Background: an optimization exercise with open tools, aiming at small area, a short achievable clock period and few clock cycles. Do not read the settings as production practice. RTL that was checked went through simulation tests only; none was proved equivalent to the original.

==> v17: inputs <==
Design siphash_engine, start of the top module:
module siphash_engine (
    input  wire         clk,
    input  wire         rst,         
    input  wire         msg_valid,
    output reg          msg_ready,
    input  wire         msg_first,   
    input  wire         msg_last,    
    input  wire [3:0]   msg_nbytes,  
    input  wire [63:0]  msg_data,    
    input  wire [127:0] msg_key,     
    output reg          tag_valid,
    output reg  [63:0]  tag
);
==> module siphash_engine, before the edit <==
module siphash_engine (
    input  wire         clk,
    input  wire         rst,         
    input  wire         msg_valid,
    output reg          msg_ready,
    input  wire         msg_first,   
    input  wire         msg_last,    
    input  wire [3:0]   msg_nbytes,  
    input  wire [63:0]  msg_data,    
    input  wire [127:0] msg_key,     
    output reg          tag_valid,
    output reg  [63:0]  tag
);
    reg         r1, r2;              
    reg  [3:0]  f;                   
    reg  [63:0] v0, v1, v2, v3;
    reg  [63:0] m;                   
    reg  [7:0]  len;                 
    reg         blk_final;           
    reg         pend_final;          
    wire accept = msg_valid && msg_ready;
    wire busy   = r1 | r2 | (|f);
    wire [63:0] a0  = v0 + v1;
    wire [63:0] a1  = {v1[50:0], v1[63:51]} ^ a0;           
    wire [63:0] a0r = {a0[31:0], a0[63:32]};                 
    wire [63:0] a2  = v2 + v3;
    wire [63:0] a3  = {v3[47:0], v3[63:48]} ^ a2;           
    wire [63:0] b0  = a0r + a3;
    wire [63:0] a3r = {a3[42:0], a3[63:43]};                 
    wire [63:0] b2  = a2 + a1;
    wire [63:0] a1r = {a1[46:0], a1[63:47]};                 
    wire [63:0] b2r = {b2[31:0], b2[63:32]};                 
    wire [63:0] b1  = a1r ^ b2;
    wire [63:0] rtag = a3r ^ b1 ^ b2r;
    wire [3:0]  nb      = msg_last ? msg_nbytes : 4'd8;
    wire [7:0]  len_new = (msg_first ? 8'd0 : len) + {4'd0, nb};
    wire        full    = !msg_last || (msg_nbytes == 4'd8);
    reg  [63:0] tail;
    integer i;
    always @(*) begin
        tail = 64'd0;
        for (i = 0; i < 7; i = i + 1)
            if (i < msg_nbytes) tail[8*i +: 8] = msg_data[8*i +: 8];
        tail[63:56] = len_new;
    end
    wire [63:0] word = full ? msg_data : tail;
    wire blk_end  = r2;
    wire go_len   = r2 && !blk_final && pend_final;       
    wire go_fin   = r2 && blk_final;                      
    wire load     = accept && msg_first;                  
    wire [63:0] k0 = msg_key[63:0];
    wire [63:0] k1 = msg_key[127:64];
    wire [63:0] x3 = accept ? word : (go_len ? {len, 56'd0} : 64'd0);
    wire [63:0] x0 = blk_end ? m : 64'd0;
    always @(posedge clk) begin
        if (load) begin
            v0 <= k0 ^ 64'h736f6d6570736575;
            v1 <= k1 ^ 64'h646f72616e646f6d;
            v2 <= k0 ^ 64'h6c7967656e657261;
            v3 <= k1 ^ 64'h7465646279746573 ^ word;
        end else if (busy) begin
            v0 <= b0 ^ x0;
            v1 <= b1;
            v2 <= go_fin ? (b2r ^ 64'h00000000000000ff) : b2r;
            v3 <= b0 ^ (a3r ^ x3);
        end else if (accept) begin
            v3 <= v3 ^ word;
        end
        if (accept)
            m <= word;
        else if (go_len)
            m <= {len, 56'd0};
        if (accept) begin
            len        <= len_new;
            blk_final  <= !full;
            pend_final <= full && msg_last;
        end else if (go_len) begin
            blk_final  <= 1'b1;
            pend_final <= 1'b0;
        end
    end
    always @(posedge clk) begin
        if (rst) begin
            r1        <= 1'b0;
            r2        <= 1'b0;
            f         <= 4'd0;
            msg_ready <= 1'b1;
            tag_valid <= 1'b0;
            tag       <= 64'd0;
        end else begin
            r1        <= accept || go_len;
            r2        <= r1;
            f         <= {f[2:0], go_fin};
            tag_valid <= f[3];
            if (f[3])
                tag <= rtag;
            msg_ready <= !(accept || go_len) && !go_fin && !f[0] && !f[1]
                         && !(r1 && (blk_final || pend_final));
        end
    end
endmodule
make LEC_CHECK=0 ABC_CLOCK_PERIOD_IN_PS=4000 CAP_MARGIN=20 CORE_MARGIN=2 CORE_UTILIZATION=40 SETUP_SLACK_MARGIN=5 SLEW_MARGIN=20 finish   # period 12.0 ns
run.sh (not shown) runs the stock make flow with config.mk's settings and CLKGATE_MAP_FILE= SYNTH_SCRIPT=/design/flow/synth_recipe.tcl, a recipe that flattens the netlist after the stock synthesis.
==> inputs of v31, as changes to v17 <==
==> flow/design.v (replaced) <==
module siphash_engine (
    input  wire         clk,
    input  wire         rst,         
    input  wire         msg_valid,
    output wire         msg_ready,
    input  wire         msg_first,   
    input  wire         msg_last,    
    input  wire [3:0]   msg_nbytes,  
    input  wire [63:0]  msg_data,    
    input  wire [127:0] msg_key,     
    output reg          tag_valid,
    output reg  [63:0]  tag
);
    localparam [1:0] S_WAIT = 2'd0, S_COMP = 2'd1, S_FIN = 2'd2;
    reg  [1:0]  state;
    reg  [1:0]  cnt;
    reg  [63:0] v0, v1, v2, v3;
    reg  [63:0] m;           
    reg  [7:0]  len;         
    reg         blk_final;   
    reg         pend_final;  
    assign msg_ready = (state == S_WAIT);
    wire accept = msg_valid && msg_ready;
    wire [63:0] a0  = v0 + v1;
    wire [63:0] a1  = {v1[50:0], v1[63:51]} ^ a0;           
    wire [63:0] a0r = {a0[31:0], a0[63:32]};                 
    wire [63:0] a2  = v2 + v3;
    wire [63:0] a3  = {v3[47:0], v3[63:48]} ^ a2;           
    wire [63:0] b0  = a0r + a3;
    wire [63:0] b3  = {a3[42:0], a3[63:43]} ^ b0;           
    wire [63:0] b2  = a2 + a1;
    wire [63:0] b1  = {a1[46:0], a1[63:47]} ^ b2;           
    wire [63:0] b2r = {b2[31:0], b2[63:32]};                 
    wire [63:0] k0 = msg_key[63:0];
    wire [63:0] k1 = msg_key[127:64];
    wire [63:0] i0 = msg_first ? (k0 ^ 64'h736f6d6570736575) : v0;
    wire [63:0] i1 = msg_first ? (k1 ^ 64'h646f72616e646f6d) : v1;
    wire [63:0] i2 = msg_first ? (k0 ^ 64'h6c7967656e657261) : v2;
    wire [63:0] i3 = msg_first ? (k1 ^ 64'h7465646279746573) : v3;
    wire [3:0]  nb      = msg_last ? msg_nbytes : 4'd8;
    wire [7:0]  len_new = (msg_first ? 8'd0 : len) + {4'd0, nb};
    wire        full    = !msg_last || (msg_nbytes == 4'd8);
    reg  [63:0] tail;
    integer i;
    always @(*) begin
        tail = 64'd0;
        for (i = 0; i < 7; i = i + 1)
            if (i < msg_nbytes) tail[8*i +: 8] = msg_data[8*i +: 8];
        tail[63:56] = len_new;
    end
    wire [63:0] word = full ? msg_data : tail;
    always @(posedge clk) begin
        if (rst) begin
            state     <= S_WAIT;
            cnt       <= 2'd0;
            tag_valid <= 1'b0;
            tag       <= 64'd0;
        end else begin
            tag_valid <= 1'b0;
            case (state)
                S_WAIT: if (accept) begin
                    v0 <= i0;
                    v1 <= i1;
                    v2 <= i2;
                    v3 <= i3 ^ word;
                    m  <= word;
                    len        <= len_new;
                    blk_final  <= !full;
                    pend_final <= full && msg_last;
                    cnt   <= 2'd0;
                    state <= S_COMP;
                end
                S_COMP: begin
                    v1  <= b1;
                    v2  <= b2r;
                    v3  <= b3;
                    v0  <= b0;
                    cnt <= cnt + 2'd1;
                    if (cnt == 2'd1) begin
                        v0 <= b0 ^ m;
                        cnt <= 2'd0;
                        if (blk_final) begin
                            v2    <= b2r ^ 64'h00000000000000ff;
                            state <= S_FIN;
                        end else if (pend_final) begin
                            m          <= {len, 56'd0};
                            v3         <= b3 ^ {len, 56'd0};
                            blk_final  <= 1'b1;
                            pend_final <= 1'b0;
                        end else begin
                            state <= S_WAIT;
                        end
                    end
                end
                S_FIN: begin
                    v0  <= b0;
                    v1  <= b1;
                    v2  <= b2r;
                    v3  <= b3;
                    cnt <= cnt + 2'd1;
                    if (cnt == 2'd3) begin
                        tag_valid <= 1'b1;
                        tag       <= b0 ^ b1 ^ b2r ^ b3;
                        state     <= S_WAIT;
                    end
                end
                default: state <= S_WAIT;
            endcase
        end
    end
endmodule
--- a/flow/config.mk
+++ b/flow/config.mk
@@ -7,7 +7,5 @@
 export LEC_CHECK = 0
-export ABC_CLOCK_PERIOD_IN_PS = 4000
 export CAP_MARGIN = 20
 export CORE_MARGIN = 2
-export CORE_UTILIZATION = 40
-export SETUP_SLACK_MARGIN = 5
+export CORE_UTILIZATION = 30
 export SLEW_MARGIN = 20
==> inputs of v22, as changes to v17 <==
--- a/flow/design.v
+++ b/flow/design.v
@@ -22,10 +22,79 @@
     wire busy   = r1 | r2 | (|f);
-    wire [63:0] a0  = v0 + v1;
+    function [63:0] add_bk(input [63:0] a, input [63:0] b);    
+        reg [63:0] g, p, g0, p0;
+        integer l, i;
+        begin
+            g = a & b; p = a ^ b; g0 = g; p0 = p;
+            for (l = 0; l < 6; l = l + 1)
+                for (i = (2 << l) - 1; i < 64; i = i + (2 << l)) begin
+                    g[i] = g[i] | (p[i] & g[i - (1 << l)]);
+                    p[i] = p[i] & p[i - (1 << l)];
+                end
+            for (l = 4; l >= 0; l = l - 1)
+                for (i = 3 * (1 << l) - 1; i < 64; i = i + (2 << l)) begin
+                    g[i] = g[i] | (p[i] & g[i - (1 << l)]);
+                    p[i] = p[i] & p[i - (1 << l)];
+                end
+            add_bk = p0 ^ {g[62:0], 1'b0};
+        end
+    endfunction
+    function [63:0] add_sk(input [63:0] a, input [63:0] b);    
+        reg [63:0] g, p, g0, p0;
+        integer l, i, j;
+        begin
+            g = a & b; p = a ^ b; g0 = g; p0 = p;
+            for (l = 0; l < 6; l = l + 1)
+                for (i = 0; i < 64; i = i + 1)
+                    if ((i >> l) & 1) begin
+                        j = ((i >> l) << l) - 1;
+                        g[i] = g[i] | (p[i] & g[j]);
+                        p[i] = p[i] & p[j];
+                    end
+            add_sk = p0 ^ {g[62:0], 1'b0};
+        end
+    endfunction
+    function [63:0] add_ks(input [63:0] a, input [63:0] b);    
+        reg [63:0] g, p, p0, gn, pn;
+        integer l, i;
+        begin
+            g = a & b; p = a ^ b; p0 = p;
+            for (l = 0; l < 6; l = l + 1) begin
+                gn = g; pn = p;
+                for (i = (1 << l); i < 64; i = i + 1) begin
+                    gn[i] = g[i] | (p[i] & g[i - (1 << l)]);
+                    pn[i] = p[i] & p[i - (1 << l)];
+                end
+                g = gn; p = pn;
+            end
+            add_ks = p0 ^ {g[62:0], 1'b0};
+        end
+    endfunction
+    function [63:0] add_hc(input [63:0] a, input [63:0] b);    
+        reg [63:0] g, p, p0, gn, pn;
+        integer l, i;
+        begin
+            g = a & b; p = a ^ b; p0 = p;
+            for (l = 0; l < 6; l = l + 1) begin
+                gn = g; pn = p;
+                for (i = (1 << l); i < 64; i = i + 1)
+                    if (i & 1) begin
+                        gn[i] = g[i] | (p[i] & g[i - (1 << l) - (l == 0 ? 0 : 0)]);
+                        pn[i] = p[i] & p[i - (1 << l)];
+                    end
+                g = gn; p = pn;
+            end
+            for (i = 2; i < 64; i = i + 2) begin
+                g[i] = g[i] | (p[i] & g[i - 1]);
+            end
+            add_hc = p0 ^ {g[62:0], 1'b0};
+        end
+    endfunction
+    wire [63:0] a0  = add_sk(v0, v1);
     wire [63:0] a1  = {v1[50:0], v1[63:51]} ^ a0;           
     wire [63:0] a0r = {a0[31:0], a0[63:32]};                 
-    wire [63:0] a2  = v2 + v3;
+    wire [63:0] a2  = add_sk(v2, v3);
     wire [63:0] a3  = {v3[47:0], v3[63:48]} ^ a2;           
-    wire [63:0] b0  = a0r + a3;
+    wire [63:0] b0  = add_sk(a0r, a3);
     wire [63:0] a3r = {a3[42:0], a3[63:43]};                 
-    wire [63:0] b2  = a2 + a1;
+    wire [63:0] b2  = add_sk(a2, a1);
     wire [63:0] a1r = {a1[46:0], a1[63:47]};                 
@@ -33,3 +102,3 @@
     wire [63:0] b1  = a1r ^ b2;
-    wire [63:0] rtag = a3r ^ b1 ^ b2r;
+    wire [63:0] rtag = (a3r ^ a1r) ^ (b2 ^ b2r);
     wire [3:0]  nb      = msg_last ? msg_nbytes : 4'd8;
==> flow/flow/run.sh (new file) <==
#!/bin/bash
# Standard ORFS layout (the standard.sh, standard synthesis) with
# minimum-size port buffers; SDC and clock period unchanged.
set -euo pipefail
bash standard.sh "BUFFER_PORTS_ARGS=-buffer_cell sky130_fd_sc_hd__buf_1" finish > flow_orfs.log 2>&1
==> flow/standard.sh (new file) <==
#!/bin/bash
# synth_recipe.tcl (not shown) runs the flow's synth.tcl, then flattens the netlist and writes it again
# the make line also repeats each setting of config.mk as NAME=value (left out here)
make -C /OpenROAD-flow-scripts/flow DESIGN_CONFIG=/design/flow/config.mk WORK_HOME=/design/flow/orfs CLKGATE_MAP_FILE= SYNTH_SCRIPT=/design/flow/synth_recipe.tcl "${@:-finish}"
--- a/flow/config.mk
+++ b/flow/config.mk
@@ -7,3 +7,2 @@
 export LEC_CHECK = 0
-export ABC_CLOCK_PERIOD_IN_PS = 4000
 export CAP_MARGIN = 20
removed: flow/run.sh
==> comparison <==
Synthesized area is about the same in v17 and v31.
Of v17 and v31, v17 has the higher global-route usage (gap 8.6 points).
Against v31, the routed wire length of v17 is lower by 8.5%.
The highest first-iteration DRC count belongs to v17, the lowest to v22.
v17 completed with no timing, DRC or antenna violations. v22 passed the timing, DRC and antenna checks. v31 completed with no timing, DRC or antenna violations.
The highest final area belongs to v17, the lowest to v22.
Against v22, the register-to-register slack of v31 is worse by 2200 ps.
==> figures <==
Full die area: v31 129000 um^2; v22 85900 um^2; v17 97100 um^2
Fill cell count: v31 13100; v22 7877; v17 8995
Result of the run: v31 no timing/DRC/antenna violations; v22 no timing/DRC/antenna violations; v17 no timing/DRC/antenna violations
Placed instance count: v31 6136; v22 4748; v17 5789
Number of tap instances: v31 1650; v22 1080; v17 1254
Resize count post-CTS: v31 0; v22 120; v17 258
M1 wire length: v31 108000 um; v22 65000 um; v17 93100 um
Area share of fa/ha/maj cells after synthesis: v31 8.98%; v22 10.9%; v17 8.73%
Final worst path period need: v31 9390 ps; v22 7220 ps; v17 7270 ps
Post-route design area: v31 45100 um^2; v22 39900 um^2; v17 47800 um^2
Sinks on the clock net: v31 399; v22 402; v17 402
Area of the mapped netlist: v31 37800 um^2; v22 33400 um^2; v17 37800 um^2
Cells on Worst Hold Path: v31 2; v22 1; v17 1
Share of synthesized cell area in and, or, nand and nor gates: v31 13.2%; v22 11.4%; v17 14.3%
Testbench counts of v31, summed over its fixed seeds: cycles 8,681.
Testbench counts of v22, summed over its fixed seeds: cycles 6,456.
The RTL of v17 was laid out without a check of its function.

==> re-timing with driven ports <==
No port has a modelled driver above. Below, the same layouts with a new extraction and two added sets of constraints. Step 1: set_driving_cell puts a clkbuf_16 on clk and a buf_2 on each other input, an assumption about the parent block. Step 2 adds t to the input delays and takes it off the output delays; t is the mean of the earliest and latest rising clock arrival at the registers after step 1. Input paths then give back, and output paths get back, about the clock's delay inside the block. Three values: ideal, step 1, step 2; two values: the first two.
run	t (ns)	setup slack, ns	slew at the worst register clock pin (ns)	worst data-port slew with drivers (ns)
v17	0.750	4.729 / 4.729 / 4.729	0.07 / 0.07	0.16
v31	0.768	2.610 / 2.610 / 2.610	0.07 / 0.07	0.19
v22	0.680	4.777 / 4.777 / 4.777	0.07 / 0.07	0.15
After both steps every run listed still meets setup and hold.
